From an optimization exercise on the open Yosys and OpenROAD flow, aimed at small area, a short achievable clock period and few clock cycles per item; shortcuts taken in it are not production practice. At most, simulation tests tie the RTL to the original design; equivalence was not proved. For run 2, only the layout was checked, not whether the RTL still works. Power figures rest on the tool's default switching activity, not on a simulated workload.

==> design/flow/design.v <==
module b62_enc (
    input  wire         clk,
    input  wire         rst,
    input  wire [495:0] alpha,         
    input  wire         start,
    input  wire [15:0]  len,
    output wire         idle,
    input  wire         in_valid,
    input  wire [7:0]   in_data,
    output wire         in_ready,
    output wire         out_valid,
    output wire [7:0]   out_sym,
    output wire         out_last,
    input  wire         out_ready
);
    reg        running;      
    reg [15:0] bytes_left;   
    reg        blz;          
    reg        bl1;          
    reg [18:0] acc;          
    reg [4:0]  have;         
    reg        d5;           
    reg        irdy;         
    reg        idle_r;
    reg        ov;           
    reg [7:0]  osym;
    reg        olast;
    reg        ov1;          
    reg [7:0]  osym1;
    reg        olast1;
    wire       term = blz && (have <= 5'd6);
    wire       can  = running && (blz || (have >= 5'd6));
    wire       cmp  = (acc[4:1] == 4'hF) && (!term || acc[5]);
    wire       lst  = term && !cmp;
    wire [5:0] d    = {d5, acc[4:0]};
    reg [7:0] sym;
    integer k;
    always @(*) begin
        sym = 8'd0;
        for (k = 0; k < 62; k = k + 1)
            if (d == k[5:0])
                sym = sym | alpha[k*8 +: 8];
    end
    wire        ld   = irdy && in_valid;
    wire        step = can && !ov1;
    wire        pop  = ov && out_ready;
    wire [18:0] ins  = {11'd0, in_data} << have;
    wire [18:0] pre  = ld ? (acc | ins) : acc;
    wire [18:0] sh   = cmp ? (pre >> 5) : (pre >> 6);
    wire [18:0] acc_n = step ? (lst ? 19'd0 : sh) : pre;
    function [4:0] addc;
        input [4:0] h;
        input integer c;
        integer t;
        begin
            addc = 5'd0;
            for (t = 0; t < 20; t = t + 1)
                if (h == t)
                    addc = t + c;
        end
    endfunction
    wire [4:0]  h_01  = cmp ? addc(have, -5) : addc(have, -6);
    wire [4:0]  h_11  = cmp ? addc(have, 3) : addc(have, 2);
    wire [4:0]  have_n = lst && step ? 5'd0 :
                         {ld, step} == 2'b00 ? have :
                         {ld, step} == 2'b10 ? addc(have, 8) :
                         {ld, step} == 2'b01 ? h_01 : h_11;
    wire        r_00  = (have < 5'd12);
    wire        r_10  = (have < 5'd4);
    wire        r_01  = cmp ? (have < 5'd17) : (have < 5'd18);
    wire        r_11  = cmp ? (have < 5'd9) : (have < 5'd10);
    wire        blz_n = blz || (ld && bl1);
    wire        irdy_n = !blz_n && ({ld, step} == 2'b00 ? r_00 :
                                    {ld, step} == 2'b10 ? r_10 :
                                    {ld, step} == 2'b01 ? r_01 : r_11);
    wire [15:0] bl_dec = bytes_left - 16'd1;
    assign idle      = idle_r;
    assign in_ready  = irdy;
    assign out_valid = ov;
    assign out_sym   = osym;
    assign out_last  = olast;
    always @(posedge clk) begin
        if (rst) begin
            running    <= 1'b0;
            bytes_left <= 16'd0;
            blz        <= 1'b1;
            bl1        <= 1'b0;
            acc        <= 19'd0;
            have       <= 5'd0;
            d5         <= 1'b0;
            irdy       <= 1'b0;
            idle_r     <= 1'b1;
            ov         <= 1'b0;
            osym       <= 8'd0;
            olast      <= 1'b0;
            ov1        <= 1'b0;
            osym1      <= 8'd0;
            olast1     <= 1'b0;
        end else if (idle_r) begin
            if (start) begin
                running    <= (len != 16'd0);
                bytes_left <= len;
                blz        <= (len == 16'd0);
                bl1        <= (len == 16'd1);
                acc        <= 19'd0;
                have       <= 5'd0;
                d5         <= 1'b0;
                irdy       <= (len != 16'd0);
                idle_r     <= (len == 16'd0);
            end
        end else begin
            if (pop ? ov1 : ov) begin
                if (pop) begin
                    osym  <= osym1;
                    olast <= olast1;
                end
            end else begin
                osym  <= sym;
                olast <= lst;
            end
            if (!ov1) begin
                osym1  <= sym;
                olast1 <= lst;
            end
            ov  <= pop ? (ov1 || step) : (ov || step);
            ov1 <= !pop && (ov1 || (ov && step));
            if (step && lst)
                running <= 1'b0;
            if (pop && !ov1 && !running)
                idle_r <= 1'b1;
            acc  <= acc_n;
            have <= have_n;
            d5   <= acc_n[5] && (acc_n[4:1] != 4'hF);
            if (ld) begin
                bytes_left <= bl_dec;
                bl1        <= (bytes_left == 16'd2);
            end
            blz  <= blz_n;
            irdy <= irdy_n;
        end
    end
endmodule
module b62_dec (
    input  wire         clk,
    input  wire         rst,
    input  wire [495:0] alpha,         
    input  wire         start,
    input  wire [15:0]  len,
    output wire         idle,
    input  wire         in_valid,
    input  wire [7:0]   in_sym,
    output wire         in_ready,
    output wire         out_valid,
    output wire [7:0]   out_data,
    input  wire         out_ready,
    output wire         done,
    output wire         err,
    output wire [15:0]  err_idx,
    output wire [15:0]  olen
);
    reg        idle_r;
    reg        done_r;
    reg        irdy;         
    reg [15:0] rem;          
    reg        rnz;          
    reg        r1;           
    reg        sv1;
    reg [7:0]  sym;
    reg        slast1;
    reg        sv;
    reg [5:0]  xr;
    reg        hitr;
    reg        cmpcr;
    reg        slast;
    reg        fin;          
    reg        tailp;        
    reg [15:0] i;            
    reg [6:0]  acc;          
    reg [2:0]  off;
    reg        err_r;
    reg [15:0] olen_r;       
    reg        v0, v1;
    reg [7:0]  ob0, ob1;
    reg [5:0] xl;
    reg       hitl;
    reg       cmpcl;         
    integer k;
    always @(*) begin
        xl    = 6'd0;
        hitl  = 1'b0;
        cmpcl = 1'b0;
        for (k = 0; k < 62; k = k + 1) begin
            if (alpha[k*8 +: 8] == sym) begin
                xl   = xl | k[5:0];
                hitl = 1'b1;
                if (k == 30 || k == 31)
                    cmpcl = 1'b1;
            end
        end
    end
    wire [5:0] x    = xr;
    wire       hit  = hitr;
    wire       cmpc = cmpcr;
    function [2:0] bitlen;
        input [5:0] val;
        begin
            if (val[5])      bitlen = 3'd6;
            else if (val[4]) bitlen = 3'd5;
            else if (val[3]) bitlen = 3'd4;
            else if (val[2]) bitlen = 3'd3;
            else if (val[1]) bitlen = 3'd2;
            else if (val[0]) bitlen = 3'd1;
            else             bitlen = 3'd0;
        end
    endfunction
    wire [12:0] sum  = {6'd0, acc} | ({7'd0, x} << off);
    wire [7:0]  b0   = sum[7:0];
    wire        good = hit && !err_r;
    wire [2:0]  o5   = off + 3'd5;
    wire [2:0]  o6   = off + 3'd6;
    wire        f_nl = cmpc ? (off >= 3'd3) : (off >= 3'd2);
    wire [6:0]  bl;
    assign bl[6] = x[5];
    assign bl[5] = !x[5] && x[4];
    assign bl[4] = !x[5] && !x[4] && x[3];
    assign bl[3] = !x[5] && !x[4] && !x[3] && x[2];
    assign bl[2] = !x[5] && !x[4] && !x[3] && !x[2] && x[1];
    assign bl[1] = !x[5] && !x[4] && !x[3] && !x[2] && !x[1] && x[0];
    assign bl[0] = (x == 6'd0);
    reg  [2:0]  o_l;
    reg         f_l, t_l;
    integer b;
    always @(*) begin
        o_l = 3'd0;
        f_l = 1'b0;
        t_l = 1'b0;
        for (b = 0; b < 7; b = b + 1) begin
            if (bl[b]) begin
                o_l = o_l | (off + b[2:0]);
                f_l = f_l | ({1'b0, off} + b[3:0] >= 4'd8);
                t_l = t_l | ((off + b[2:0]) != 3'd0);
            end
        end
    end
    wire [2:0]  off_n = slast ? o_l : (cmpc ? o5 : o6);
    wire        full  = slast ? f_l : f_nl;      
    wire        take  = sv && !v1;
    wire        fpush = tailp && !v1;
    wire        push  = (take && good && (full || (slast && t_l))) || fpush;
    wire [7:0]  ob_in  = tailp ? {1'b0, acc} : b0;
    wire        pop   = v0 && out_ready;
    wire        v0_n  = pop ? (v1 || push) : (v0 || push);
    wire        v1_n  = !pop && (v1 || (v0 && push));
    wire        acc_in  = in_valid && irdy;
    wire        rnz_n   = rnz && !(acc_in && r1);
    wire        adv2    = sv1 && (!sv || take);
    wire        sv_n    = adv2 || (sv && !take);
    wire        sv1_n   = acc_in || (sv1 && !adv2);
    wire        irdy_n  = rnz_n && (!sv1_n || !sv_n || !v1_n);
    assign idle      = idle_r;
    assign in_ready  = irdy;
    assign out_valid = v0;
    assign out_data  = ob0;
    assign done      = done_r;
    assign err       = err_r;
    assign err_idx   = i;
    assign olen      = olen_r;
    always @(posedge clk) begin
        if (rst) begin
            idle_r <= 1'b1;
            done_r <= 1'b0;
            irdy   <= 1'b0;
            rem    <= 16'd0;
            rnz    <= 1'b0;
            r1     <= 1'b0;
            sv1    <= 1'b0;
            sym    <= 8'd0;
            slast1 <= 1'b0;
            sv     <= 1'b0;
            xr     <= 6'd0;
            hitr   <= 1'b0;
            cmpcr  <= 1'b0;
            slast  <= 1'b0;
            fin    <= 1'b0;
            tailp  <= 1'b0;
            i      <= 16'd0;
            acc    <= 7'd0;
            off    <= 3'd0;
            err_r  <= 1'b0;
            olen_r <= 16'd0;
            v0     <= 1'b0;
            v1     <= 1'b0;
            ob0    <= 8'd0;
            ob1    <= 8'd0;
        end else if (idle_r) begin
            if (start) begin
                idle_r <= 1'b0;
                rem    <= len;
                rnz    <= (len != 16'd0);
                r1     <= (len == 16'd1);
                irdy   <= (len != 16'd0);
                sv1    <= 1'b0;
                slast1 <= 1'b0;
                sv     <= 1'b0;
                slast  <= 1'b0;
                fin    <= (len == 16'd0);
                tailp  <= 1'b0;
                done_r <= (len == 16'd0);
                i      <= 16'hFFFF;
                acc    <= 7'd0;
                off    <= 3'd0;
                err_r  <= 1'b0;
                olen_r <= 16'd0;
                v0     <= 1'b0;
                v1     <= 1'b0;
            end
        end else if (done_r) begin
            done_r <= 1'b0;
            idle_r <= 1'b1;
        end else begin
            if (acc_in) begin
                sym    <= in_sym;
                slast1 <= r1;
                rem   <= rem - 16'd1;
                r1    <= (rem == 16'd2);
            end
            rnz  <= rnz_n;
            sv1  <= sv1_n;
            sv   <= sv_n;
            if (adv2) begin
                xr    <= xl;
                hitr  <= hitl;
                cmpcr <= cmpcl;
                slast <= slast1;
            end
            irdy <= irdy_n;
            if (take) begin
                if (!err_r) begin
                    i <= i + 16'd1;
                    if (!hit) begin
                        err_r <= 1'b1;
                    end else begin
                        acc <= full ? {2'b00, sum[12:8]} : sum[6:0];
                        off <= off_n;
                    end
                end
                if (slast) begin
                    fin   <= 1'b1;
                    tailp <= good && f_l && t_l;
                end
            end
            if (fpush)
                tailp <= 1'b0;
            if (pop)
                olen_r <= olen_r + 16'd1;
            if (fin && !tailp && !v1 && (!v0 || out_ready))
                done_r <= 1'b1;
            v0  <= v0_n;
            v1  <= v1_n;
            ob0 <= pop ? (v1 ? ob1 : ob_in) : (v0 ? ob0 : ob_in);
            if (!v1)
                ob1 <= ob_in;
        end
    end
endmodule
module b62_codec (
    input  wire        clk,
    input  wire        rst,
    input  wire        tt_we,
    input  wire [5:0]  tt_addr,
    input  wire [7:0]  tt_data,
    input  wire        enc_start,
    input  wire [15:0] enc_len,
    output wire        enc_idle,
    input  wire        enc_in_valid,
    input  wire [7:0]  enc_in_data,
    output wire        enc_in_ready,
    output wire        enc_out_valid,
    output wire [7:0]  enc_out_sym,
    output wire        enc_out_last,
    input  wire        enc_out_ready,
    input  wire        dec_start,
    input  wire [15:0] dec_len,
    output wire        dec_idle,
    input  wire        dec_in_valid,
    input  wire [7:0]  dec_in_sym,
    output wire        dec_in_ready,
    output wire        dec_out_valid,
    output wire [7:0]  dec_out_data,
    input  wire        dec_out_ready,
    output wire        dec_done,
    output wire        dec_err,
    output wire [15:0] dec_err_idx,
    output wire [15:0] dec_olen
);
    reg [495:0] alpha;
    genvar g;
    generate
        for (g = 0; g < 62; g = g + 1) begin : g_alpha
            always @(posedge clk) begin
                if (tt_we && tt_addr == g)
                    alpha[g*8 +: 8] <= tt_data;
            end
        end
    endgenerate
    b62_enc u_enc (
        .clk       (clk),
        .rst       (rst),
        .alpha     (alpha),
        .start     (enc_start),
        .len       (enc_len),
        .idle      (enc_idle),
        .in_valid  (enc_in_valid),
        .in_data   (enc_in_data),
        .in_ready  (enc_in_ready),
        .out_valid (enc_out_valid),
        .out_sym   (enc_out_sym),
        .out_last  (enc_out_last),
        .out_ready (enc_out_ready)
    );
    b62_dec u_dec (
        .clk       (clk),
        .rst       (rst),
        .alpha     (alpha),
        .start     (dec_start),
        .len       (dec_len),
        .idle      (dec_idle),
        .in_valid  (dec_in_valid),
        .in_sym    (dec_in_sym),
        .in_ready  (dec_in_ready),
        .out_valid (dec_out_valid),
        .out_data  (dec_out_data),
        .out_ready (dec_out_ready),
        .done      (dec_done),
        .err       (dec_err),
        .err_idx   (dec_err_idx),
        .olen      (dec_olen)
    );
endmodule
==> design/flow/flow/run.sh <==
#!/bin/bash
set -euo pipefail
bash standard.sh SETUP_SLACK_MARGIN=5.7 \
    "BUFFER_PORTS_ARGS=-buffer_cell sky130_fd_sc_hd__buf_2" finish > make.log 2>&1
==> design/flow/standard.sh <==
#!/bin/bash
# synth_recipe.tcl (not shown) runs the flow's synth.tcl, then flattens the netlist and writes it again
# the make line also repeats each setting of config.mk as NAME=value (left out here)
make -C /OpenROAD-flow-scripts/flow DESIGN_CONFIG=/design/flow/config.mk WORK_HOME=/design/flow/orfs CLKGATE_MAP_FILE= SYNTH_SCRIPT=/design/flow/synth_recipe.tcl "${@:-finish}"
==> design/flow/config.mk <==
export PLATFORM = sky130hd
export DESIGN_NAME = b62_codec
export DESIGN_NICKNAME = b62_codec
export VERILOG_FILES = /design/flow/design.v
export SDC_FILE = /design/flow/constraint.sdc
export NUM_CORES = 4
export LEC_CHECK = 0
export CAP_MARGIN = 20
export CORE_MARGIN = 2
export CORE_UTILIZATION = 40
export SETUP_SLACK_MARGIN = 5
export SLEW_MARGIN = 20
==> design/flow/constraint.sdc <==
create_clock -name core_clock -period 9.0 [get_ports {clk}]
set_input_delay 1.8000 -clock core_clock [delete_from_list [all_inputs] [get_ports {clk}]]
set_output_delay 1.8000 -clock core_clock [all_outputs]
set_load 0.01 [all_outputs]
==> results of run 1 <==
## power groups by stage
| stage | combinational, mW | sequential (mW) | clock, mW |
|---|---|---|---|
| 2_1_floorplan | 0.313 | 3.46 | 0 |
| 3_3_place_gp | 0.527 | 3.48 | 0 |
| 3_5_place_dp | 0.528 | 3.48 | 0 |
| 4_1_cts | 0.539 | 3.41 | 3.24 |
| 5_1_grt | 0.594 | 3.42 | 3.36 |
| 6_report | 0.559 | 3.41 | 3.23 |
## sequential cells by signal (all words and copies together), names as in the netlist, 7 cells and up
register	count
alpha	496
u_dec.acc	7
u_dec.i	16
u_dec.ob0	8
u_dec.ob1	8
u_dec.olen_r	16
u_dec.rem	16
u_dec.sym	8
u_enc.acc	19
u_enc.bytes_left	16
u_enc.osym	8
u_enc.osym1	8
## kinds of logic after synthesis
logic type / Yosys count / share of synthesized area
adders and majority gates: 20 / 0.007098
DFF: 666 / 0.5190
xor gates and xnor gates: 527 / 0.1309
buffers and inverters: 291 / 0.03737
and+or+nand+nor: 1476 / 0.2135
AOI/OAI and AO/OA: 434 / 0.07879
muxes: 38 / 0.01338
## cell type report
class,instances,area (um^2)
fillers,8243,47400
multi-input cells,2496,15890
well taps,1155,1445
clock buffers,84,1921
clock inverters,46,578.1
repair buffers,190,1326
inverters,26,97.59
diodes,9,22.52
flip-flops and latches,666,18340
## how the worst max path moves through the flow
stage | start | endpoint | slack, ns | cells after the start
floorplan | enc_in_data[2] | u_enc.acc[7] | 5.54 | 7
global placement | rst | u_enc.osym[4] | 5.04 | 5
detailed placement | tt_we | alpha[419] | 5.01 | 3
CTS | u_dec.sym[3] | u_dec.hitr | 5.62 | 8
global route | u_dec.sym[6] | u_dec.hitr | 5.57 | 8
finish | u_dec.sym[6] | u_dec.xr[1] | 5.44 | 7
## worst max-delay path, cell delays in order (launching register included)
cell and delay (ns):
dfxtp_4 0.81, buf_6 0.48, xnor2_1 0.14, nand4_1 0.24, o22ai_1 0.34, nor4_1 0.77
nand4_1 0.29, o31a_1 0.33
## placed cells by master, fill, tap and decap left out, types with 9 or more instances in the layout
cell type  instances
buf_12            11
clkinv_1          10
nor2b_1           15
a21o_1            13
dfxtp_2            9
nor3_1            59
nand2_1          161
mux2i_1           22
bufinv_16         13
clkinv_2          15
o22ai_1           23
a31oi_1           10
buf_2            126
o21ai_1           14
buf_4             39
a21oi_1          151
o221ai_1          11
nand2b_1          14
a22oi_1           18
a211oi_1          30
clkbuf_16         76
diode_2            9
buf_6             10
edfxtp_1         496
nand3_1          540
xnor2_1          354
ha_1              20
nor2_2            10
inv_1             22
nand4_1          227
and3_1            10
nor2_1           263
o21ai_0           64
nor4_1            88
dfxtp_1          153
xor2_1           173
## timing repair
| action | in CTS | in global routing |
|---|---|---|
| cloned | 0 | 2 |
| setup endpoints to repair | 31 | 142 |
| gates resized for setup | 25 | 24 |
| setup buffers | 6 | 1 |
| pin swaps | 0 | 1 |
## metal layers
layer / wire length (um) / part of all wire / vias to the layer above / track usage
met2: 63260 / 0.42 / 2340 / 0.4753
met4: 10340 / 0.068 / 6 / 0.1758
li1: - / - / 12830 / -
met1: 57390 / 0.38 / 14980 / 0.4298
met5: 40 / 0.00026 / - / 0
met3: 19970 / 0.13 / 496 / 0.09747
## per-stage QoR
step | total power [mW] | hold slack [ns]
finish | 7.203 | 0.4446
global route | 7.366 | 0.4794
CTS | 7.185 | 0.4515
detailed placement | 4.005 | 0.4425
global placement | 4.003 | 0.4369
floorplan | 3.768 | 0.4316
==> summary.txt, run 1 <==
Power and ir drop
  • Sw Ratio: 0.2473
  • Reg power frac: 0.474
  • Peak VDD IR: 141.0 uV
  • Power Dens Cells: 181.8 nW/um^2
  • Clk network pwr share: 0.449
  • Pint: 5.421 mW
  • Combinational share of power: 0.078
  • Static leakage: 12.92 nW
  • Sw Pwr: 1.782 mW

Place
  • Cell count after placement: 4,524
  • Placed Instance Area: 36,760 um^2
  • HPWL after DPL: 101.2 mm
  • Placer Congestion: 1.093
  • Post-place setup slack: 5.006 ns
  • Port buffer count: 127

Global route
  • First-pass GRT wire length: 210.2 mm
  • Gr usage total: 0.3246
  • Maximum number of pins on one net before global-route repair: 129
  • Vias in the first global route: 27.89k
  • Initial antenna violation count: 10
  • Grt total ovfl: 0

Critical path
  • Critical Path RT: 9.52 ns
  • Crit Path Category: flop to flop
  • Critical Path End Type: flop
  • Worst flop-to-flop path startpoint: u_dec.sym[6]
  • FF-to-FF path depth: 7
  • Crit path max fanout: 27
  • Crit path arrival time: 4.08 ns
  • R2r endpoint: u_dec.xr[1]
  • R2R setup slack: 5.44 ns
  • Critical path launch point type: flop

Clock network
  • Worst-Skew Late Latency: 0.66 ns
  • Clock slew at reported path FFs: 0.06 ns
  • Cts hold-fix bufs: 0
  • Cts bufs inserted: 73
  • H-tree Lvls: 3
  • Root buf cell: clkbuf_16
  • # clock sinks: 666
  • CTS tree: yes
  • CTS Buffer Depth: 3

Logic synthesis
  • Synth Warn #: 3
  • Post-synth top flop: edfxtp_1
  • Post-synth top area share: 0.4225
  • Mapped Nets: 3,543
  • Sequential element share of the synthesized area: 0.5190
  • #FFs+latches synth: 666
  • Most common library cells after synthesis: nand3_1, edfxtp_1, xnor2_1, nor2_1, nand4_1
  • Netlist cell types: 86
  • Mapped cell area: 35,260 um^2
  • Mean Syn Cell Area: 10.21 um^2
  • EDFF count, synth: 496
  • Post-synth top area cell: edfxtp_1
  • Syn Inst Count: 3,452
  • Most numerous cell in the Yosys netlist: nand3_1
  • Async set or reset register ratio after synthesis: 0
  • Top cells by area, synth: edfxtp_1, dfxtp_1, xnor2_1

Timing
  • Fmax: 0.2811 GHz
  • Unrepaired setup endpoints after global routing: true
  • Minimum clock period: 3.557 ns
  • Final Cycle Share: 0.3952
  • Final worst setup slack: 5.443 ns
  • Final setup skew: 0.02777 ns
  • Slew Limit Fails: 0
  • Slew HR: 0.2235
  • Final Setup Violations: 0
  • Fin. Hold Viols: 0
  • Worst slew pin tran: 1.165 ns
  • Post-Route Setup TNS: 0 ns

Die
  • Die Footprint: 90,530 um^2
  • Row Count: 108
  • Die width: 300.9 um
  • Core Area: 87,020 um^2
  • Starting Density: 0.4051
  • I/O pin count: 128
  • Die Ht: 300.9 um

Worst hold path
  • WHS Path Cells: 2
  • Hold EP: u_enc.osym[2]
  • Min-delay src: u_enc.osym[2]
  • Worst min path class: flop to flop

Finish
  • Non-Filler Instances: 4,672
  • Synth-to-Final Area Change: 12.38%
  • Final core occ: 0.4553
  • Layout cell share with drive strength beyond 1: 0.1103
  • Nets@finish: 3,544
  • Final instance area: 39,620 um^2

Route
  • DRC viols: 0
  • Vias per inst: 6.560
  • WL/cell: 32.32 um
  • DRT Pass-1 Iters: 8
  • Drt total wl: 151.0 mm
  • Vias after detailed routing: 30.65k
  • First DRT Iteration DRCs: 5,421
  • Post-DRT Antenna Nets: 0

Outcome
  • Status: complete, no violations

Job
  • Maxcap violations: 0
Testbench counts, summed over its fixed seeds: cycles 14,069, items 9,181.
==> run 2, diff against run 1 <==
--- a/design/flow/design.v
+++ b/design/flow/design.v
@@ -19,7 +19,8 @@
     reg        bl1;          
     reg [18:0] acc;          
     reg [4:0]  have;         
-    reg        d5;           
+    reg [7:0]  dlo;          
+    reg [7:0]  dhi;          
     reg        irdy;         
     reg        idle_r;
     reg        ov;           
@@ -32,14 +33,19 @@
     wire       can  = running && (blz || (have >= 5'd6));
     wire       cmp  = (acc[4:1] == 4'hF) && (!term || acc[5]);
     wire       lst  = term && !cmp;
-    wire [5:0] d    = {d5, acc[4:0]};
-    reg [7:0] sym;
-    integer k;
+    reg  [7:0] grp;
+    reg  [7:0] sym;
+    integer g, j;
     always @(*) begin
         sym = 8'd0;
-        for (k = 0; k < 62; k = k + 1)
-            if (d == k[5:0])
-                sym = sym | alpha[k*8 +: 8];
+        for (g = 0; g < 8; g = g + 1) begin
+            grp = 8'd0;
+            for (j = 0; j < 8; j = j + 1)
+                if (g * 8 + j < 62 && dlo[j])
+                    grp = grp | alpha[(g*8+j)*8 +: 8];
+            if (dhi[g])
+                sym = sym | grp;
+        end
     end
     wire        ld   = irdy && in_valid;
     wire        step = can && !ov1;
@@ -87,7 +93,8 @@
             bl1        <= 1'b0;
             acc        <= 19'd0;
             have       <= 5'd0;
-            d5         <= 1'b0;
+            dlo        <= 8'd1;
+            dhi        <= 8'd1;
             irdy       <= 1'b0;
             idle_r     <= 1'b1;
             ov         <= 1'b0;
@@ -104,7 +111,8 @@
                 bl1        <= (len == 16'd1);
                 acc        <= 19'd0;
                 have       <= 5'd0;
-                d5         <= 1'b0;
+                dlo        <= 8'd1;
+                dhi        <= 8'd1;
                 irdy       <= (len != 16'd0);
                 idle_r     <= (len == 16'd0);
             end
@@ -130,7 +138,8 @@
                 idle_r <= 1'b1;
             acc  <= acc_n;
             have <= have_n;
-            d5   <= acc_n[5] && (acc_n[4:1] != 4'hF);
+            dlo  <= 8'd1 << acc_n[2:0];
+            dhi  <= 8'd1 << {acc_n[5] && (acc_n[4:1] != 4'hF), acc_n[4:3]};
             if (ld) begin
                 bytes_left <= bl_dec;
                 bl1        <= (bytes_left == 16'd2);
@@ -165,7 +174,8 @@
     reg        rnz;          
     reg        r1;           
     reg        sv1;
-    reg [7:0]  sym;
+    reg [7:0]  sym;          
+    reg [7:0]  symn;         
     reg        slast1;
     reg        sv;
     reg [5:0]  xr;
@@ -190,7 +200,7 @@
         hitl  = 1'b0;
         cmpcl = 1'b0;
         for (k = 0; k < 62; k = k + 1) begin
-            if (alpha[k*8 +: 8] == sym) begin
+            if (k < 31 ? (alpha[k*8 +: 8] == sym) : (alpha[k*8 +: 8] == ~symn)) begin
                 xl   = xl | k[5:0];
                 hitl = 1'b1;
                 if (k == 30 || k == 31)
@@ -275,6 +285,7 @@
             r1     <= 1'b0;
             sv1    <= 1'b0;
             sym    <= 8'd0;
+            symn   <= 8'hFF;
             slast1 <= 1'b0;
             sv     <= 1'b0;
             xr     <= 6'd0;
@@ -320,6 +331,7 @@
         end else begin
             if (acc_in) begin
                 sym    <= in_sym;
+                symn   <= ~in_sym;
                 slast1 <= r1;
                 rem   <= rem - 16'd1;
                 r1    <= (rem == 16'd2);
@@ -393,13 +405,21 @@
     output wire [15:0] dec_err_idx,
     output wire [15:0] dec_olen
 );
+    reg         wr_we;
+    reg  [5:0]  wr_addr;
+    reg  [7:0]  wr_data;
+    always @(posedge clk) begin
+        wr_we   <= tt_we;
+        wr_addr <= tt_addr;
+        wr_data <= tt_data;
+    end
     reg [495:0] alpha;
     genvar g;
     generate
         for (g = 0; g < 62; g = g + 1) begin : g_alpha
             always @(posedge clk) begin
-                if (tt_we && tt_addr == g)
-                    alpha[g*8 +: 8] <= tt_data;
+                if (wr_we && wr_addr == g)
+                    alpha[g*8 +: 8] <= wr_data;
             end
         end
     endgenerate
==> summary.txt, run 2 <==
Die
  • Row Count: 108 (unchanged)
  • I/O pin count: 128 (unchanged)
  • Die Footprint: 90,080 um^2 (-0.50%)
  • Die Ht: 300.1 um (-0.25%)
  • Die width: 300.1 um (-0.25%)
  • Starting Density: 0.4037 (-0.001415)
  • Core Area: 86,890 um^2 (-0.16%)

Critical path
  • R2r endpoint: u_dec.hitr
  • Critical Path RT: 9.49 ns (-0.03 ns)
  • Critical Path End Type: flop
  • Critical path launch point type: flop
  • Crit path max fanout: 32 (+19%)
  • FF-to-FF path depth: 8 (+1)
  • Crit path arrival time: 3.73 ns (-0.35 ns)
  • R2R setup slack: 5.76 ns (+0.31 ns)
  • Crit Path Category: flop to flop
  • Worst flop-to-flop path startpoint: u_dec.symn[3]

Power and ir drop
  • Sw Pwr: 1.770 mW (-0.68%)
  • Static leakage: 12.92 nW (about the same)
  • Reg power frac: 0.492 (+0.018)
  • Power Dens Cells: 186.0 nW/um^2 (+2.3%)
  • Combinational share of power: 0.073 (-0.005)
  • Pint: 5.520 mW (+1.8%)
  • Sw Ratio: 0.2427 (-0.004602)
  • Clk network pwr share: 0.434 (-0.015)
  • Peak VDD IR: 167.8 uV (+19%)

Logic synthesis
  • Post-synth top area share: 0.4246 (+0.002140)
  • Netlist cell types: 89 (+3.5%)
  • Synth Area in Compound Gates: 0.1441 (+0.06528)
  • Post-synth top flop: edfxtp_1
  • Sequential element share of the synthesized area: 0.5433 (+0.02432)
  • Syn Inst Count: 3,158 (-8.5%)
  • Mux share of post-synthesis cell area: 0.01569 (+0.002315)
  • Simple-Gate Fraction of Synth Area: 0.1256 (-0.08791)
  • EDFF count, synth: 496 (unchanged)
  • Synth Warn #: 5 (+2)
  • Most common library cells after synthesis: edfxtp_1, xor2_1, a22oi_1, nor2_1, dfxtp_1
  • #FFs+latches synth: 704 (+5.7%)
  • Post-synth top area cell: edfxtp_1
  • Most numerous cell in the Yosys netlist: edfxtp_1
  • Mean Syn Cell Area: 11.11 um^2 (+8.8%)
  • Synth Area in Adders: 0.007134 (+0.00003595)
  • Largest family of logic cells by synthesized area: compound AO/OA/AOI/OAI gates
  • Mapped cell area: 35,080 um^2 (-0.50%)
  • Top cells by area, synth: edfxtp_1, dfxtp_1, xor2_1
  • Mapped Nets: 3,249 (-8.3%)
  • Async set or reset register ratio after synthesis: 0 (unchanged)
  • Post-synthesis xor/xnor area fraction: 0.1326 (+0.001662)

Finish
  • Top Registers: alpha x496, u_enc.acc x19
  • Layout cell share with drive strength beyond 1: 0.1206 (+0.01032)
  • Diodes inserted: 0 (-9)
  • Fillers: 8,031 (-2.6%)
  • Commonest non-fill, non-tap cell in the layout: edfxtp_1
  • Synth-to-Final Area Change: 11.71%
  • Final instance area: 39,190 um^2 (-1.1%)
  • Max reg flops: 496 (unchanged)
  • Commonest non-fill, non-tap cells in the layout: edfxtp_1, xor2_1, a22oi_1
  • Non-Filler Instances: 4,396 (-5.9%)
  • Nets@finish: 3,270 (-7.7%)
  • Top reg by flops: alpha

Clock network
  • Worst-Skew Late Latency: 0.64 ns (-0.02 ns)
  • Cts hold-fix bufs: 0 (unchanged)
  • Clock slew at reported path FFs: 0.06 ns (about the same)
  • CTS Buffer Depth: 3 (unchanged)
  • # clock sinks: 704 (+5.7%)
  • Cts bufs inserted: 76 (+4.1%)
  • CTS tree: yes
  • Root buf cell: clkbuf_16
  • H-tree Lvls: 3 (unchanged)

Timing
  • Fmax: 0.3083 GHz (+9.7%)
  • Minimum clock period: 3.244 ns (-0.3136 ns)
  • Fin. Hold Viols: 0 (unchanged)
  • Slew HR: 0.2352 (+0.01172)
  • Final Cycle Share: 0.3604 (-0.03485)
  • Post-Route Setup TNS: 0 ns (unchanged)
  • Final Setup Violations: 0 (unchanged)
  • Final setup skew: 0.02024 ns (-0.007528 ns)
  • Slew Limit Fails: 0 (unchanged)
  • Unrepaired setup endpoints after global routing: false
  • Worst slew pin tran: 1.146 ns (-0.01882 ns)

Route
  • DRC viols: 0 (unchanged)
  • Vias per inst: 6.131 (-6.5%)
  • Post-DRT Antenna Nets: 0 (unchanged)
  • Vias after detailed routing: 26.95k (-12%)
  • First DRT Iteration DRCs: 3,521 (-35%)
  • WL/cell: 26.30 um (-19%)
  • Drt total wl: 115.6 mm (-23%)
  • DRT Pass-1 Iters: 6 (-2)

Place
  • Port buffer count: 127 (unchanged)
  • Cell count after placement: 4,255 (-5.9%)
  • HPWL after DPL: 74.27 mm (-27%)
  • Placer Congestion: 0.9357 (-14%)
  • Placed Instance Area: 36,580 um^2 (-0.49%)

Global route
  • Grt total ovfl: 0 (unchanged)
  • Initial antenna violation count: 2 (-8)
  • Met3 global-route usage: 0.05253 (-0.04494)
  • First-pass GRT wire length: 168.7 mm (-20%)
  • Gr usage total: 0.2487 (-0.07583)
  • Maximum number of pins on one net before global-route repair: 78 (-40%)
  • GR peak layer: met2
  • Vias in the first global route: 25.23k (-9.5%)
  • GRT met2 Usage: 0.3781 (-0.09722)
  • Routing usage on met1: 0.3520 (-0.07783)

Worst hold path
  • Worst min path class: flop to flop
  • WHS Path Cells: 2 (unchanged)
  • Hold EP: u_dec.ob0[5]
  • Min-delay src: u_dec.ob0[5]

Outcome
  • Status: complete, no violations

Job
  • Maxcap violations: 0 (unchanged)
-- run 2: layout make-up --
cell class                      count  area (um^2)  area share
Clock buffer                      110         2172     0.05543
Clock inverter                     30        307.8    0.007855
Inverter                           30        118.9    0.003033
Multi-Input combinational cell   2199        15050      0.3842
Sequential cell                   704        19100      0.4875
Tap cell                         1155         1445     0.03688
Timing Repair Buffer              168        983.4     0.02510
-- run 2: stage by stage --
step | power [mW] | utilization | hold slack [ns] | worst slack [ns]
5_1_grt | 7.498 | 0.4510 | 0.4634 | 5.705
3_5_place_dp | 4.174 | 0.4210 | 0.4444 | 4.451
3_3_place_gp | 4.170 | 0.4209 | 0.4386 | 4.448
4_1_cts | 7.312 | 0.4501 | 0.4525 | 5.729
6_report | 7.290 | 0.4510 | 0.4509 | 5.756
2_1_floorplan | 3.972 | - | 0.4219 | 5.540
-- run 2: worst max-delay path: stages (launching register included) --
cell,delay (ns)
dfxtp_2,0.31
buf_4,0.59
xor2_1,0.14
nand4_1,0.23
o22ai_1,0.26
or4_1,0.67
nand4b_1,0.39
nor3_1,0.37
a31oi_1,0.12
-- run 2: power groups by stage --
stage | clock [mW] | combinational, mW | sequential, mW
2_1_floorplan | 0 | 0.323 | 3.65
3_3_place_gp | 0 | 0.517 | 3.65
3_5_place_dp | 0 | 0.521 | 3.65
4_1_cts | 3.20 | 0.524 | 3.58
5_1_grt | 3.33 | 0.577 | 3.59
6_report | 3.17 | 0.536 | 3.59
-- run 2: timing repair --
| action | in CTS | in global routing |
|---|---|---|
| setup endpoints to repair | 55 | 34 |
| resized for setup | 13 | 13 |
| hold endpoints to repair | 0 | 0 |
| buffers inserted | 0 | 0 |
| gates cloned | 0 | 1 |
-- run 2: layer usage --
| metal | vias up | part of all wire |
|---|---|---|
| li1 | 11910 | - |
| met1 | 13260 | 0.42 |
| met2 | 1527 | 0.44 |
| met3 | 245 | 0.10 |
| met4 | 2 | 0.036 |
| met5 | - | 0.00011 |
-- run 2: logic make-up after synthesis --
| kind of cell | count (synthesis) |
|---|---|
| buf+inv | 255 |
| compound gates | 723 |
| fa+ha+maj | 20 |
| flops | 704 |
| simple gates | 881 |
| xor+xnor | 531 |
| mux | 44 |
-- run 2: worst max path at each step --
stage	cells after the start	slack (ns)	to	start
2_1_floorplan	7	5.54	u_enc.dlo[4]	enc_in_data[6]
3_3_place_gp	4	4.45	u_dec.olen_r[15]	rst
3_5_place_dp	4	4.45	u_dec.olen_r[3]	rst
4_1_cts	2	5.73	enc_idle	u_enc.idle_r
5_1_grt	10	5.70	u_dec.v1	u_dec.off[2]
6_report	8	5.76	u_dec.hitr	u_dec.symn[3]
==> run 3, diff against run 2 <==
--- a/design/flow/design.v
+++ b/design/flow/design.v
@@ -17,10 +17,9 @@
     reg [15:0] bytes_left;   
     reg        blz;          
     reg        bl1;          
-    reg [18:0] acc;          
-    reg [4:0]  have;         
-    reg [7:0]  dlo;          
-    reg [7:0]  dhi;          
+    reg [13:0] acc;          
+    reg [3:0]  have;         
+    reg        d5;           
     reg        irdy;         
     reg        idle_r;
     reg        ov;           
@@ -29,10 +28,13 @@
     reg        ov1;          
     reg [7:0]  osym1;
     reg        olast1;
-    wire       term = blz && (have <= 5'd6);
-    wire       can  = running && (blz || (have >= 5'd6));
+    wire       term = blz && (have <= 4'd6);
+    wire       can  = running && (blz || (have >= 4'd6));
     wire       cmp  = (acc[4:1] == 4'hF) && (!term || acc[5]);
     wire       lst  = term && !cmp;
+    wire [5:0] d    = {d5, acc[4:0]};
+    wire [7:0] dlo  = 8'd1 << d[2:0];
+    wire [7:0] dhi  = 8'd1 << d[5:3];
     reg  [7:0] grp;
     reg  [7:0] sym;
     integer g, j;
@@ -50,35 +52,61 @@
     wire        ld   = irdy && in_valid;
     wire        step = can && !ov1;
     wire        pop  = ov && out_ready;
-    wire [18:0] ins  = {11'd0, in_data} << have;
-    wire [18:0] pre  = ld ? (acc | ins) : acc;
-    wire [18:0] sh   = cmp ? (pre >> 5) : (pre >> 6);
-    wire [18:0] acc_n = step ? (lst ? 19'd0 : sh) : pre;
-    function [4:0] addc;
-        input [4:0] h;
+    wire [13:0] base  = !step ? acc : lst ? 14'd0 : cmp ? (acc >> 5) : (acc >> 6);
+    wire [3:0]  pos   = !step ? have : cmp ? addc(have, -5) : addc(have, -6);
+    wire [13:0] ins   = {6'd0, in_data} << pos;
+    wire [13:0] acc_n = ld ? (base | ins) : base;
+    function [3:0] addc;
+        input [3:0] h;
         input integer c;
         integer t;
         begin
-            addc = 5'd0;
-            for (t = 0; t < 20; t = t + 1)
-                if (h == t)
+            addc = 4'd0;
+            for (t = 0; t < 15; t = t + 1)
+                if (h == t && t + c >= 0 && t + c < 15)
                     addc = t + c;
         end
     endfunction
-    wire [4:0]  h_01  = cmp ? addc(have, -5) : addc(have, -6);
-    wire [4:0]  h_11  = cmp ? addc(have, 3) : addc(have, 2);
-    wire [4:0]  have_n = lst && step ? 5'd0 :
+    function cmpc_le;
+        input [3:0] h;
+        input integer c;
+        input integer bound;
+        integer t;
+        begin
+            cmpc_le = 1'b0;
+            for (t = 0; t < 15; t = t + 1)
+                if (h == t && t + c <= bound)
+                    cmpc_le = 1'b1;
+        end
+    endfunction
+    wire [3:0]  h_01  = cmp ? addc(have, -5) : addc(have, -6);
+    wire [3:0]  h_11  = cmp ? addc(have, 3) : addc(have, 2);
+    wire [3:0]  have_n = lst && step ? 4'd0 :
                          {ld, step} == 2'b00 ? have :
                          {ld, step} == 2'b10 ? addc(have, 8) :
                          {ld, step} == 2'b01 ? h_01 : h_11;
-    wire        r_00  = (have < 5'd12);
-    wire        r_10  = (have < 5'd4);
-    wire        r_01  = cmp ? (have < 5'd17) : (have < 5'd18);
-    wire        r_11  = cmp ? (have < 5'd9) : (have < 5'd10);
-    wire        blz_n = blz || (ld && bl1);
-    wire        irdy_n = !blz_n && ({ld, step} == 2'b00 ? r_00 :
-                                    {ld, step} == 2'b10 ? r_10 :
-                                    {ld, step} == 2'b01 ? r_01 : r_11);
+    function le_n;
+        input [1:0] ls;      
+        input       cm;      
+        input [3:0] h;       
+        input integer bound;
+        begin
+            case (ls)
+                2'b00: le_n = cmpc_le(h, 0, bound);
+                2'b10: le_n = cmpc_le(h, 8, bound);
+                2'b01: le_n = cm ? cmpc_le(h, -5, bound) : cmpc_le(h, -6, bound);
+                default: le_n = cm ? cmpc_le(h, 3, bound) : cmpc_le(h, 2, bound);
+            endcase
+        end
+    endfunction
+    wire        blz_n  = blz || (ld && bl1);
+    wire        run_n  = running && !(step && lst);
+    wire        ov1_n  = !pop && (ov1 || (ov && step));
+    wire        le5_n  = le_n({ld, step}, cmp, have, 5);
+    wire        le6_n  = le_n({ld, step}, cmp, have, 6);
+    wire        le11_n = le_n({ld, step}, cmp, have, 11);
+    wire        step_n = run_n && (blz_n || !le5_n) && !ov1_n;
+    wire        irdy_n = run_n && !blz_n && (step_n ? le11_n : le6_n);
     wire [15:0] bl_dec = bytes_left - 16'd1;
     assign idle      = idle_r;
     assign in_ready  = irdy;
@@ -91,10 +119,9 @@
             bytes_left <= 16'd0;
             blz        <= 1'b1;
             bl1        <= 1'b0;
-            acc        <= 19'd0;
-            have       <= 5'd0;
-            dlo        <= 8'd1;
-            dhi        <= 8'd1;
+            acc        <= 14'd0;
+            have       <= 4'd0;
+            d5         <= 1'b0;
             irdy       <= 1'b0;
             idle_r     <= 1'b1;
             ov         <= 1'b0;
@@ -109,10 +136,9 @@
                 bytes_left <= len;
                 blz        <= (len == 16'd0);
                 bl1        <= (len == 16'd1);
-                acc        <= 19'd0;
-                have       <= 5'd0;
-                dlo        <= 8'd1;
-                dhi        <= 8'd1;
+                acc        <= 14'd0;
+                have       <= 4'd0;
+                d5         <= 1'b0;
                 irdy       <= (len != 16'd0);
                 idle_r     <= (len == 16'd0);
             end
@@ -138,8 +164,7 @@
                 idle_r <= 1'b1;
             acc  <= acc_n;
             have <= have_n;
-            dlo  <= 8'd1 << acc_n[2:0];
-            dhi  <= 8'd1 << {acc_n[5] && (acc_n[4:1] != 4'hF), acc_n[4:3]};
+            d5   <= acc_n[5] && (acc_n[4:1] != 4'hF);
             if (ld) begin
                 bytes_left <= bl_dec;
                 bl1        <= (bytes_left == 16'd2);
@@ -174,8 +199,7 @@
     reg        rnz;          
     reg        r1;           
     reg        sv1;
-    reg [7:0]  sym;          
-    reg [7:0]  symn;         
+    reg [7:0]  sym;
     reg        slast1;
     reg        sv;
     reg [5:0]  xr;
@@ -200,7 +224,7 @@
         hitl  = 1'b0;
         cmpcl = 1'b0;
         for (k = 0; k < 62; k = k + 1) begin
-            if (k < 31 ? (alpha[k*8 +: 8] == sym) : (alpha[k*8 +: 8] == ~symn)) begin
+            if (alpha[k*8 +: 8] == sym) begin
                 xl   = xl | k[5:0];
                 hitl = 1'b1;
                 if (k == 30 || k == 31)
@@ -285,7 +309,6 @@
             r1     <= 1'b0;
             sv1    <= 1'b0;
             sym    <= 8'd0;
-            symn   <= 8'hFF;
             slast1 <= 1'b0;
             sv     <= 1'b0;
             xr     <= 6'd0;
@@ -331,7 +354,6 @@
         end else begin
             if (acc_in) begin
                 sym    <= in_sym;
-                symn   <= ~in_sym;
                 slast1 <= r1;
                 rem   <= rem - 16'd1;
                 r1    <= (rem == 16'd2);
@@ -405,21 +427,13 @@
     output wire [15:0] dec_err_idx,
     output wire [15:0] dec_olen
 );
-    reg         wr_we;
-    reg  [5:0]  wr_addr;
-    reg  [7:0]  wr_data;
-    always @(posedge clk) begin
-        wr_we   <= tt_we;
-        wr_addr <= tt_addr;
-        wr_data <= tt_data;
-    end
     reg [495:0] alpha;
     genvar g;
     generate
         for (g = 0; g < 62; g = g + 1) begin : g_alpha
             always @(posedge clk) begin
-                if (wr_we && wr_addr == g)
-                    alpha[g*8 +: 8] <= wr_data;
+                if (tt_we && tt_addr == g)
+                    alpha[g*8 +: 8] <= tt_data;
             end
         end
     endgenerate
==> design/flow/flow/run.sh (replaced) <==
#!/bin/bash
set -euo pipefail
bash standard.sh SETUP_SLACK_MARGIN=6.2 \
    "BUFFER_PORTS_ARGS=-buffer_cell sky130_fd_sc_hd__buf_2" finish > make.log 2>&1
--- a/design/flow/config.mk
+++ b/design/flow/config.mk
@@ -8,5 +8,7 @@
 export CAP_MARGIN = 20
 export CORE_MARGIN = 2
 export CORE_UTILIZATION = 40
+export CTS_CLUSTER_DIAMETER = 70
+export CTS_CLUSTER_SIZE = 30
 export SETUP_SLACK_MARGIN = 5
 export SLEW_MARGIN = 20
==> summary.txt, run 3 <==
Die
  • Die Ht: 296.3 um (-1.3%)
  • Die width: 296.3 um (-1.3%)
  • I/O pin count: 128 (unchanged)
  • Core Area: 84,880 um^2 (-2.3%)
  • Starting Density: 0.4027 (-0.0009968)
  • Row Count: 107 (-0.93%)
  • Die Footprint: 87,810 um^2 (-2.5%)

Job
  • Maxcap violations: 0 (unchanged)

Global route
  • Maximum number of pins on one net before global-route repair: 72 (-7.7%)
  • Grt total ovfl: 0 (unchanged)
  • Gr usage total: 0.2647 (+0.01598)
  • Initial antenna violation count: 1 (-1)
  • First-pass GRT wire length: 173.1 mm (+2.6%)
  • Vias in the first global route: 25.77k (+2.2%)

Power and ir drop
  • Static leakage: 13.84 nW (+7.1%)
  • Total design power: 6.345 mW (-13%)
  • Power Dens Cells: 153.4 nW/um^2 (-18%)
  • Peak VDD IR: 123.2 uV (-27%)

Route
  • First DRT Iteration DRCs: 3,319 (-5.7%)
  • Vias per inst: 6.122 (-0.14%)
  • DRC viols: 0 (unchanged)
  • Drt total wl: 122.0 mm (+5.5%)
  • Post-DRT Antenna Nets: 0 (unchanged)
  • DRT Pass-1 Iters: 6 (unchanged)
  • WL/cell: 27.30 um (+3.8%)
  • Vias after detailed routing: 27.36k (+1.5%)

Logic synthesis
  • Synth Area in Adders: 0.008199 (+0.001065)
  • Sequential element share of the synthesized area: 0.5318 (-0.01153)
  • #FFs+latches synth: 660 (-6.3%)
  • Mapped Nets: 3,188 (-1.9%)
  • Post-synth top area share: 0.4357 (+0.01113)
  • Post-synth top flop: edfxtp_1
  • Largest family of logic cells by synthesized area: compound AO/OA/AOI/OAI gates
  • Post-synthesis xor/xnor area fraction: 0.1363 (+0.003731)
  • Synth Area in Compound Gates: 0.1429 (-0.001202)
  • Synth Warn #: 5 (unchanged)
  • Netlist cell types: 88 (-1.1%)
  • Top cells by area, synth: edfxtp_1, dfxtp_1, xor2_1
  • EDFF count, synth: 496 (unchanged)
  • Syn Inst Count: 3,097 (-1.9%)
  • Most numerous cell in the Yosys netlist: edfxtp_1
  • Post-synth top area cell: edfxtp_1
  • Simple-Gate Fraction of Synth Area: 0.1239 (-0.001651)
  • Most common library cells after synthesis: edfxtp_1, xor2_1, xnor2_1, nor2_1, a22oi_1
  • Mux share of post-synthesis cell area: 0.02764 (+0.01194)
  • Mean Syn Cell Area: 11.04 um^2 (-0.63%)
  • Mapped cell area: 34,180 um^2 (-2.6%)
  • Async set or reset register ratio after synthesis: 0 (unchanged)

Finish
  • Footprint of the multi-input gates: 16,330 um^2 (+8.5%)
  • Fillers: 7,631 (-5.0%)
  • Top reg by flops: alpha
  • Register Area: 18,370 um^2 (-3.8%)
  • Final core occ: 0.4872 (+0.03621)
  • Synth-to-Final Area Change: 20.97%
  • Commonest non-fill, non-tap cells in the layout: edfxtp_1, xor2_1, xnor2_1
  • Layout cell share with drive strength beyond 1: 0.2213 (+0.1006)
  • Nets@finish: 3,378 (+3.3%)
  • Max reg flops: 496 (unchanged)
  • Final instance area: 41,350 um^2 (+5.5%)
  • Commonest non-fill, non-tap cell in the layout: edfxtp_1

Critical path
  • Crit path max fanout: 2 (-94%)
  • CP delay by family, top: flip-flops
  • R2R setup slack: 6.00 ns (+0.24 ns)
  • R2r endpoint: u_dec.xr[3]
  • Crit path buf inv count: 2 (+1)
  • Worst flop-to-flop path startpoint: u_dec.sym[7]
  • Largest stage delay, worst path: 0.36 ns (-0.31 ns)
  • FF-to-FF path depth: 9 (+1)
  • Crit Path Category: flop to primary output
  • Slowest CP cell: dfxtp_4
  • Critical Path End Type: primary output
  • Critical path launch point type: flop
  • Crit path arrival time: 1.21 ns (-2.52 ns)
  • Critical Path RT: 7.20 ns (-2.29 ns)
  • Worst path cell trace: buf_12, buf_6

Clock network
  • Clock slew at reported path FFs: 0.08 ns (+0.02 ns)
  • H-tree Lvls: 2 (-1)
  • Worst-Skew Late Latency: 0.65 ns (about the same)
  • Cts bufs inserted: 43 (-43%)
  • Root buf cell: clkbuf_16
  • Cts hold-fix bufs: 0 (unchanged)
  • CTS tree: yes
  • # clock sinks: 660 (-6.3%)
  • CTS Buffer Depth: 3 (unchanged)

Worst hold path
  • Worst min path class: flop to flop
  • WHS Path Cells: 2 (unchanged)
  • Hold EP: u_dec.rnz
  • Min-delay src: u_dec.rnz

Timing
  • Final Cycle Share: 0.3347 (-0.02565)
  • Fin. Hold Viols: 0 (unchanged)
  • Final Setup Violations: 0 (unchanged)
  • Fmax: 0.3319 GHz (+7.7%)
  • Worst slew pin tran: 1.039 ns (-0.1073 ns)
  • Final setup skew: 0.03967 ns (+0.01943 ns)
  • Minimum clock period: 3.013 ns (-0.2308 ns)
  • Slew Limit Fails: 0 (unchanged)
  • Unrepaired setup endpoints after global routing: true
  • Slew HR: 0.3076 (+0.07236)
  • Post-Route Setup TNS: 0 ns (unchanged)

Place
  • Placer Congestion: 0.9336 (-0.22%)
  • HPWL after DPL: 74.24 mm (about the same)
  • Port buffer count: 127 (unchanged)
  • Placed Instance Area: 36,450 um^2 (-0.37%)

Outcome
  • Status: complete, no violations
==> run 3: changes by cell type in the layout (fill, tap and decap cells not counted), sizes merged, moves of 30 or more <==
cell and change:
buf +161, a22oi -88, xnor2 +66, xor2 -65, clkbuf -56, dfxtp -44, nand4 -38, mux2i +30
nand2 -30
==> run 3: timing repair <==
item,CTS,global route
buffers inserted,106,51
gates cloned,13,10
resized for setup,282,88
setup endpoints to repair,314,174
pin swaps,24,45
==> run 3: worst max-delay path by stage <==
stage	startpoint	to	slack (ns)	depth (start not counted)
detailed placement	u_dec.sym[5]	u_dec.xr[4]	4.87	10
finish	u_dec.idle_r	dec_idle	5.99	2
global placement	u_dec.sym[5]	u_dec.xr[4]	4.93	10
floorplan	enc_in_valid	u_enc.d5	5.78	6
CTS	u_dec.idle_r	dec_idle	5.96	2
global route	u_dec.idle_r	dec_idle	5.96	2
==> run 3: routing by layer <==
metal | vias to the layer above | global-route usage | share of wire | routed length [um]
met3 | 310 | 0.04857 | 0.10 | 12490
met1 | 13430 | 0.3583 | 0.39 | 48180
met4 | 2 | 0.1003 | 0.042 | 5152
li1 | 12040 | - | - | -
met2 | 1568 | 0.4226 | 0.46 | 56140
met5 | - | 0 | 0.00011 | 13
==> run 3: where the power goes <==
group	total [mW]	leakage, nW	switching [mW]	internal (mW)
clock	2.31	0.761	1.29	1.02
sequential	3.37	5.85	0.0546	3.31
combinational	0.669	7.23	0.421	0.248
total	6.34	13.8	1.76	4.58
==> run 3: cell families (layout without fill, tap and decap cells) <==
logic type / after synthesis / in the layout
buffers and inverters: 243 / 462
other: 0 / 2
flip-flops: 660 / 660
XOR/XNOR: 532 / 532
AND/OR/NAND/NOR: 852 / 856
AO/OA/AOI/OAI: 709 / 711
multiplexers: 78 / 78
adder cells (fa/ha/maj): 23 / 23
==> run 3: tightest hold or removal path, stage by stage, from the launching register on <==
cell and delay [ns]:
dfxtp_1 0.32, nand2_1 0.05, a21oi_1 0.05
==> run 3: metrics by stage <==
| stage | setup WS, ns | std cells | hold WS, ns |
|---|---|---|---|
| detailed placement | 4.871 | 4206 | 0.4500 |
| CTS | 5.958 | 4405 | 0.4631 |
| finish | 5.987 | 4468 | 0.4647 |
| global placement | 4.933 | 4206 | 0.4429 |
| floorplan | 5.780 | 3097 | 0.4322 |
| global route | 5.963 | 4466 | 0.4889 |
==> run 3: final cells by class <==
class                      instances  area share
sequential                       660      0.4443
multi-input combinational       2200      0.3950
timing repair buffer             345     0.08405
tap                             1144     0.03461
clock buffer                      47     0.02741
clock inverter                    33     0.01101
inverter                          37    0.003540
antenna                            2   0.0001210
Testbench counts of run 3, summed over its fixed seeds: cycles 14,069, items 9,181.
==> run 4, diff against run 3 <==
--- a/design/flow/config.mk
+++ b/design/flow/config.mk
@@ -8,7 +8,5 @@
 export CAP_MARGIN = 20
 export CORE_MARGIN = 2
 export CORE_UTILIZATION = 40
-export CTS_CLUSTER_DIAMETER = 70
-export CTS_CLUSTER_SIZE = 30
 export SETUP_SLACK_MARGIN = 5
 export SLEW_MARGIN = 20
==> summary.txt, run 4 <==
Finish
  • Commonest non-fill, non-tap cells in the layout: edfxtp_1, xor2_1, xnor2_1
  • Non-Filler Instances: 4,531 (+1.4%)
  • Fillers: 7,574 (-0.75%)
  • Top reg by flops: alpha
  • Max reg flops: 496 (unchanged)
  • Synth-to-Final Area Change: 23.72%
  • Final instance area: 42,290 um^2 (+2.3%)
  • Commonest non-fill, non-tap cell in the layout: edfxtp_1
  • Layout cell share with drive strength beyond 1: 0.2322 (+0.01095)
  • Nets@finish: 3,418 (+1.2%)
  • Final core occ: 0.4983 (+0.01107)

Clock network
  • Cts hold-fix bufs: 0 (unchanged)
  • Cts bufs inserted: 74 (+72%)
  • # clock sinks: 660 (unchanged)
  • H-tree Lvls: 3 (+1)
  • Worst-Skew Late Latency: 0.65 ns (about the same)
  • CTS Buffer Depth: 3 (unchanged)
  • Root buf cell: clkbuf_16
  • CTS tree: yes
  • Clock slew at reported path FFs: 0.06 ns (-0.02 ns)

Place
  • Cell count after placement: 4,206 (unchanged)
  • HPWL after DPL: 74.24 mm (unchanged)
  • Placed Instance Area: 36,450 um^2 (unchanged)
  • Placer Congestion: 0.9336 (unchanged)
  • Port buffer count: 127 (unchanged)
  • Post-place setup slack: 4.871 ns (unchanged)

Worst hold path
  • Worst min path class: flop to flop

Route
  • Vias after detailed routing: 27.92k (+2.1%)
  • Post-DRT Antenna Nets: 0 (unchanged)
  • DRT Pass-1 Iters: 9 (+3)
  • First DRT Iteration DRCs: 3,376 (+1.7%)
  • Drt total wl: 122.5 mm (+0.44%)
  • Vias per inst: 6.162 (+0.64%)
  • WL/cell: 27.04 um (-0.96%)
  • DRC viols: 0 (unchanged)

Logic synthesis
  • Top cells by area, synth: edfxtp_1, dfxtp_1, xor2_1
  • Post-synth top area share: 0.4357 (unchanged)
  • Netlist cell types: 88 (unchanged)
  • Most common library cells after synthesis: edfxtp_1, xor2_1, xnor2_1, nor2_1, a22oi_1
  • Mapped Nets: 3,188 (unchanged)
  • Async set or reset register ratio after synthesis: 0 (unchanged)
  • Mean Syn Cell Area: 11.04 um^2 (unchanged)
  • Synth Warn #: 5 (unchanged)
  • Post-synth top flop: edfxtp_1
  • Syn Inst Count: 3,097 (unchanged)
  • Sequential element share of the synthesized area: 0.5318 (unchanged)
  • Most numerous cell in the Yosys netlist: edfxtp_1
  • EDFF count, synth: 496 (unchanged)
  • Mapped cell area: 34,180 um^2 (unchanged)
  • #FFs+latches synth: 660 (unchanged)
  • Post-synth top area cell: edfxtp_1

Global route
  • Maximum number of pins on one net before global-route repair: 72 (unchanged)
  • Initial antenna violation count: 3 (+2)
  • Vias in the first global route: 26.18k (+1.6%)
  • First-pass GRT wire length: 173.8 mm (+0.40%)
  • Gr usage total: 0.2655 (+0.0008265)
  • Grt total ovfl: 0 (unchanged)

Timing
  • Worst slew pin tran: 0.9918 ns (-0.04684 ns)
  • Slew HR: 0.3388 (+0.03122)
  • Unrepaired setup endpoints after global routing: true
  • Min Hold Slack: 0.4621 ns (-0.002626 ns)
  • Final Setup Violations: 0 (unchanged)
  • Post-Route Setup TNS: 0 ns (unchanged)
  • Final setup skew: 0.02398 ns (-0.01569 ns)
  • Final worst setup slack: 5.979 ns (-0.007960 ns)
  • Fmax: 0.3310 GHz (-0.26%)
  • Slew Limit Fails: 0 (unchanged)
  • Minimum clock period: 3.021 ns (+0.007960 ns)
  • Fin. Hold Viols: 0 (unchanged)
  • Final Cycle Share: 0.3356 (+0.0008844)

Critical path
  • Crit Path Category: flop to primary output
  • Critical path launch point type: flop
  • Critical Path RT: 7.20 ns (about the same)
  • Crit path arrival time: 1.22 ns (about the same)
  • Crit path max fanout: 2 (unchanged)
  • Critical Path End Type: primary output

Power and ir drop
  • Total design power: 7.167 mW (+13%)
  • Power Dens Cells: 169.5 nW/um^2 (+10%)
  • Static leakage: 14.26 nW (+3.1%)
  • Peak VDD IR: 164.6 uV (+34%)

Die
  • Core Area: 84,880 um^2 (unchanged)
  • Die Ht: 296.3 um (unchanged)
  • Die Footprint: 87,810 um^2 (unchanged)
  • Starting Density: 0.4027 (unchanged)
  • Die width: 296.3 um (unchanged)
  • Row Count: 107 (unchanged)
  • I/O pin count: 128 (unchanged)

Job
  • Maxcap violations: 0 (unchanged)

Outcome
  • Status: complete, no violations
-- run 4: cell counts after synthesis --
Identical to the previous run, type by type.
-- run 4: final cells by class --
cell class	count	area [um^2]	area share
antenna	2	5.005	0.0001183
sequential	660	18370	0.4343
multi-input combinational	2200	16380	0.3873
clock inverter	38	481.7	0.01139
tap	1144	1431	0.03385
clock buffer	96	1974	0.04668
timing repair buffer	354	3505	0.08287
inverter	37	146.4	0.003461
-- run 4: kinds of logic after synthesis --
group	Yosys count	synth area share
AOI/OAI and AO/OA	709	0.1429
xor gates and xnor gates	532	0.1363
adders and majority gates	23	0.008199
buffers and inverters	243	0.02932
DFF	660	0.5318
muxes	78	0.02764
and+or+nand+nor	852	0.1239
-- run 4: path summary, 6_finish.rpt --
check | endpoint | slack [ns] | depth (start not counted) | start
worst max register to register | u_enc.d5 | 6.12 | 11 | u_enc.acc[1]
worst min register to register | u_dec.slast | 0.46 | 2 | u_dec.slast1
worst max-delay path | dec_idle | 5.98 | 2 | u_dec.idle_r
worst min-delay path | u_dec.slast | 0.46 | 2 | u_dec.slast1
-- run 4: power by group --
group          internal, mW  switching [mW]
combinational         0.249           0.423
clock                  1.80            1.32
sequential             3.32          0.0552
total                  5.37            1.80
-- run 4: repair_timing --
item | CTS | global route
setup buffers | 102 | 66
endpoints found under the hold margin | 0 | 0
gates resized for setup | 283 | 100
setup endpoints to repair | 311 | 198
cloned | 12 | 9
pin swaps | 22 | 56
-- run 4: routing by layer --
metal,part of all wire,vias to the layer above,GRT usage,wire length [um]
met1,0.40,13800,0.3562,49290
met4,0.044,4,0.1029,5352
met3,0.097,338,0.05282,11930
met5,0.00014,-,0,17
li1,-,12160,-,-
met2,0.46,1623,0.4235,55920
-- run 4: worst max-delay path: stages (launching register included) --
cell and delay [ns]:
dfxtp_4 0.35, buf_12 0.12, buf_6 0.11
==> run 5, diff against run 4 <==
--- a/design/flow/design.v
+++ b/design/flow/design.v
@@ -22,6 +22,7 @@
     reg        d5;           
     reg        irdy;         
     reg        idle_r;
+    reg        busy_o;       
     reg        ov;           
     reg [7:0]  osym;
     reg        olast;
@@ -108,12 +109,20 @@
     wire        step_n = run_n && (blz_n || !le5_n) && !ov1_n;
     wire        irdy_n = run_n && !blz_n && (step_n ? le11_n : le6_n);
     wire [15:0] bl_dec = bytes_left - 16'd1;
-    assign idle      = idle_r;
+    assign idle      = !busy_o;
     assign in_ready  = irdy;
     assign out_valid = ov;
     assign out_sym   = osym;
     assign out_last  = olast;
     always @(posedge clk) begin
+        if (rst)
+            busy_o <= 1'b0;
+        else if (idle_r)
+            busy_o <= start && (len != 16'd0);
+        else if (pop && !ov1 && !running)
+            busy_o <= 1'b0;
+    end
+    always @(posedge clk) begin
         if (rst) begin
             running    <= 1'b0;
             bytes_left <= 16'd0;
@@ -193,6 +202,7 @@
     output wire [15:0]  olen
 );
     reg        idle_r;
+    reg        busy_o;       
     reg        done_r;
     reg        irdy;         
     reg [15:0] rem;          
@@ -291,7 +301,7 @@
     wire        sv_n    = adv2 || (sv && !take);
     wire        sv1_n   = acc_in || (sv1 && !adv2);
     wire        irdy_n  = rnz_n && (!sv1_n || !sv_n || !v1_n);
-    assign idle      = idle_r;
+    assign idle      = !busy_o;
     assign in_ready  = irdy;
     assign out_valid = v0;
     assign out_data  = ob0;
@@ -300,6 +310,14 @@
     assign err_idx   = i;
     assign olen      = olen_r;
     always @(posedge clk) begin
+        if (rst)
+            busy_o <= 1'b0;
+        else if (idle_r)
+            busy_o <= start;
+        else if (done_r)
+            busy_o <= 1'b0;
+    end
+    always @(posedge clk) begin
         if (rst) begin
             idle_r <= 1'b1;
             done_r <= 1'b0;
==> summary.txt, run 5 <==
Route
  • WL/cell: 27.12 um (+0.29%)
  • Vias after detailed routing: 27.25k (-2.4%)
  • DRC viols: 0 (unchanged)
  • Post-DRT Antenna Nets: 0 (unchanged)
  • DRT Pass-1 Iters: 7 (-2)
  • Drt total wl: 120.4 mm (-1.7%)
  • Vias per inst: 6.137 (-0.40%)

Finish
  • Fillers: 7,460 (-1.5%)
  • Synth-to-Final Area Change: 20.43%
  • Commonest non-fill, non-tap cells in the layout: edfxtp_1, xor2_1, a22oi_1
  • Layout cell share with drive strength beyond 1: 0.2004 (-0.03184)
  • Commonest non-fill, non-tap cell in the layout: edfxtp_1
  • Max reg flops: 496 (unchanged)
  • Nets@finish: 3,339 (-2.3%)
  • Final core occ: 0.4876 (-0.01067)

Worst hold path
  • Worst min path class: flop to flop
  • Min-delay src: u_enc.olast1

Timing
  • Fmax: 0.3216 GHz (-2.9%)
  • Final setup skew: 0.03269 ns (+0.008710 ns)
  • Post-Route Setup TNS: 0 ns (unchanged)
  • Minimum clock period: 3.109 ns (+0.08867 ns)
  • Slew Limit Fails: 0 (unchanged)
  • Min Hold Slack: 0.4618 ns (-0.0003330 ns)
  • Final Setup Violations: 0 (unchanged)
  • Worst slew pin tran: 1.064 ns (+0.07193 ns)
  • Slew HR: 0.2882 (-0.05057)
  • Unrepaired setup endpoints after global routing: true
  • Fin. Hold Viols: 0 (unchanged)
  • Final Cycle Share: 0.3455 (+0.009852)

Critical path
  • Critical path launch point type: input pin
  • Crit Path Category: input pin to flop
  • Crit path arrival time: 3.41 ns (+2.19 ns)
  • R2R setup slack: 6.17 ns (+0.05 ns)
  • Critical Path RT: 9.30 ns (+2.10 ns)
  • Critical Path End Type: flop
  • Crit path launch: tt_addr[3]
  • FF-to-FF path depth: 8 (-3)

Power and ir drop
  • Reg power frac: 0.480 (+0.009)
  • Combinational share of power: 0.089 (-0.005)
  • Sw Ratio: 0.2480 (-0.003450)
  • Peak VDD IR: 130.5 uV (-21%)
  • Pint: 5.301 mW (-1.2%)
  • Clk network pwr share: 0.431 (-0.004)

Die
  • I/O pin count: 128 (unchanged)
  • Die width: 295.3 um (-0.36%)
  • Starting Density: 0.4049 (+0.002145)
  • Row Count: 106 (-0.93%)

Logic synthesis
  • Synth Warn #: 5 (unchanged)
  • Mapped Nets: 3,187 (-0.031%)
  • #FFs+latches synth: 662 (+0.30%)
  • Post-synth top area share: 0.4389 (+0.003165)
  • Top cells by area, synth: edfxtp_1, dfxtp_1, xor2_1
  • Mapped cell area: 33,940 um^2 (-0.72%)
  • Syn Inst Count: 3,096 (-0.032%)
  • Most common library cells after synthesis: edfxtp_1, xor2_1, nor2_1, a22oi_1, xnor2_1
  • Async set or reset register ratio after synthesis: 0 (unchanged)
  • Netlist cell types: 91 (+3.4%)

Clock network
  • H-tree Lvls: 3 (unchanged)
  • CTS Buffer Depth: 3 (unchanged)
  • Cts bufs inserted: 73 (-1.4%)
  • CTS tree: yes
  • # clock sinks: 662 (+0.30%)
  • Root buf cell: clkbuf_16

Global route
  • Initial antenna violation count: 5 (+2)
  • Vias in the first global route: 25.20k (-3.8%)
  • Grt total ovfl: 0 (unchanged)
  • First-pass GRT wire length: 169.4 mm (-2.5%)
  • Maximum number of pins on one net before global-route repair: 99 (+38%)

Outcome
  • Status: complete, no violations

Job
  • Maxcap violations: 0 (unchanged)

Place
  • Port buffer count: 127 (unchanged)
run 5: cell count changes in the layout (fill, tap and decap cells not counted), sizes merged, moves of 30 or more:
cell / before / now
a22oi: 169 / 248
buf: 340 / 280
mux2i: 58 / 23
xnor2: 264 / 233
xor2: 268 / 299
a41oi: 3 / 33
run 5: cell type report:
type | instances | area (um^2) | area share
flip-flops and latches | 662 | 18390 | 0.4499
multi-input cells | 2192 | 15630 | 0.3825
repair buffers | 290 | 2918 | 0.07139
clock buffers | 85 | 1913 | 0.04681
well taps | 1134 | 1419 | 0.03472
clock inverters | 46 | 481.7 | 0.01179
inverters | 29 | 113.9 | 0.002786
diodes | 2 | 5.005 | 0.0001225
run 5: kinds of logic (layout without fill, tap and decap cells):
group	count (synthesis)	count (layout)	synth area share
compound gates	757	757	0.1544
xor+xnor	532	532	0.1373
fa+ha+maj	22	22	0.007964
buf+inv	243	450	0.03042
flops	662	662	0.5368
mux	27	27	0.008111
other cells	0	2	0
simple gates	853	854	0.1250
run 5: per-stage QoR:
stage          worst slack, ns  power [mW]  instances  area (um^2)
2_1_floorplan            5.963       3.770       3096        34290
3_3_place_gp             4.815       3.974       4184        35720
3_5_place_dp             4.849       3.975       4184        35720
4_1_cts                  5.957       7.036       4398        39980
5_1_grt                  5.962       7.236       4438        40870
6_report                 5.891       7.050       4440        40870
run 5: worst min path at each step:
stage                     depth (start not counted)  slack [ns]            end
after global placement                            2        0.44   u_dec.acc[3]
final                                             2        0.46   u_enc.olast1
after CTS                                         2        0.46   u_enc.olast1
after global routing                              2        0.48  u_enc.osym[3]
after floorplan                                   2        0.43   u_dec.acc[2]
after detailed placement                          2        0.45   u_enc.olast1
run 5: critical path: stages:
cell and delay [ns]:
buf_2 0.16, nor2b_1 0.43, nand3_2 0.54, nor2_4 0.47
run 5: timing repair:
item,CTS,global route
gates cloned,2,9
endpoints found under the hold margin,0,0
pin swaps,11,15
gates resized for setup,288,103
buffers inserted,81,31
setup endpoints to repair,486,528
run 5: power by group through the flow:
| stage | Clock [mW] | Combinational, mW | Sequential (mW) |
|---|---|---|---|
| finish | 3.04 | 0.630 | 3.38 |
| detailed placement | 0 | 0.511 | 3.46 |
| floorplan | 0 | 0.330 | 3.44 |
| global route | 3.17 | 0.673 | 3.39 |
| CTS | 3.06 | 0.593 | 3.38 |
| global placement | 0 | 0.511 | 3.46 |
run 5: routing by layer:
layer / share of wire / wire [um] / vias to the layer above / GRT usage
li1: - / - / 11960 / -
met1: 0.41 / 49080 / 13350 / 0.3651
met2: 0.44 / 53010 / 1632 / 0.4034
met3: 0.10 / 12550 / 296 / 0.04706
met4: 0.047 / 5717 / 6 / 0.1024
met5: 0.00030 / 36 / - / 0
Testbench counts of run 5, summed over its fixed seeds: cycles 14,069, items 9,181.

## separate check: timing with driven ports
The flow's constraints put no driver on any port. The routed layouts listed below were extracted and timed again, unchanged, in two steps. Step 1: set_driving_cell puts a clkbuf_16 on clk and a buf_2 on each other input, an assumption about the parent block. Step 2 also shifts input and output timing later by t, the mid clock arrival at the registers, as if the neighbouring blocks saw the same clock. Slacks: ideal ports / drivers / drivers and shift; pairs: ideal ports / drivers.
run	t, ns	slack for setup (ns)
run 1	0.711	5.443 / 5.443 / 4.946
run 2	0.697	5.756 / 5.756 / 5.083
run 3	0.698	5.987 / 5.920 / 5.554
run 4	0.708	5.979 / 5.910 / 5.479
run 5	0.689	5.891 / 5.842 / 5.154
After both steps setup and hold are still met in every run listed.
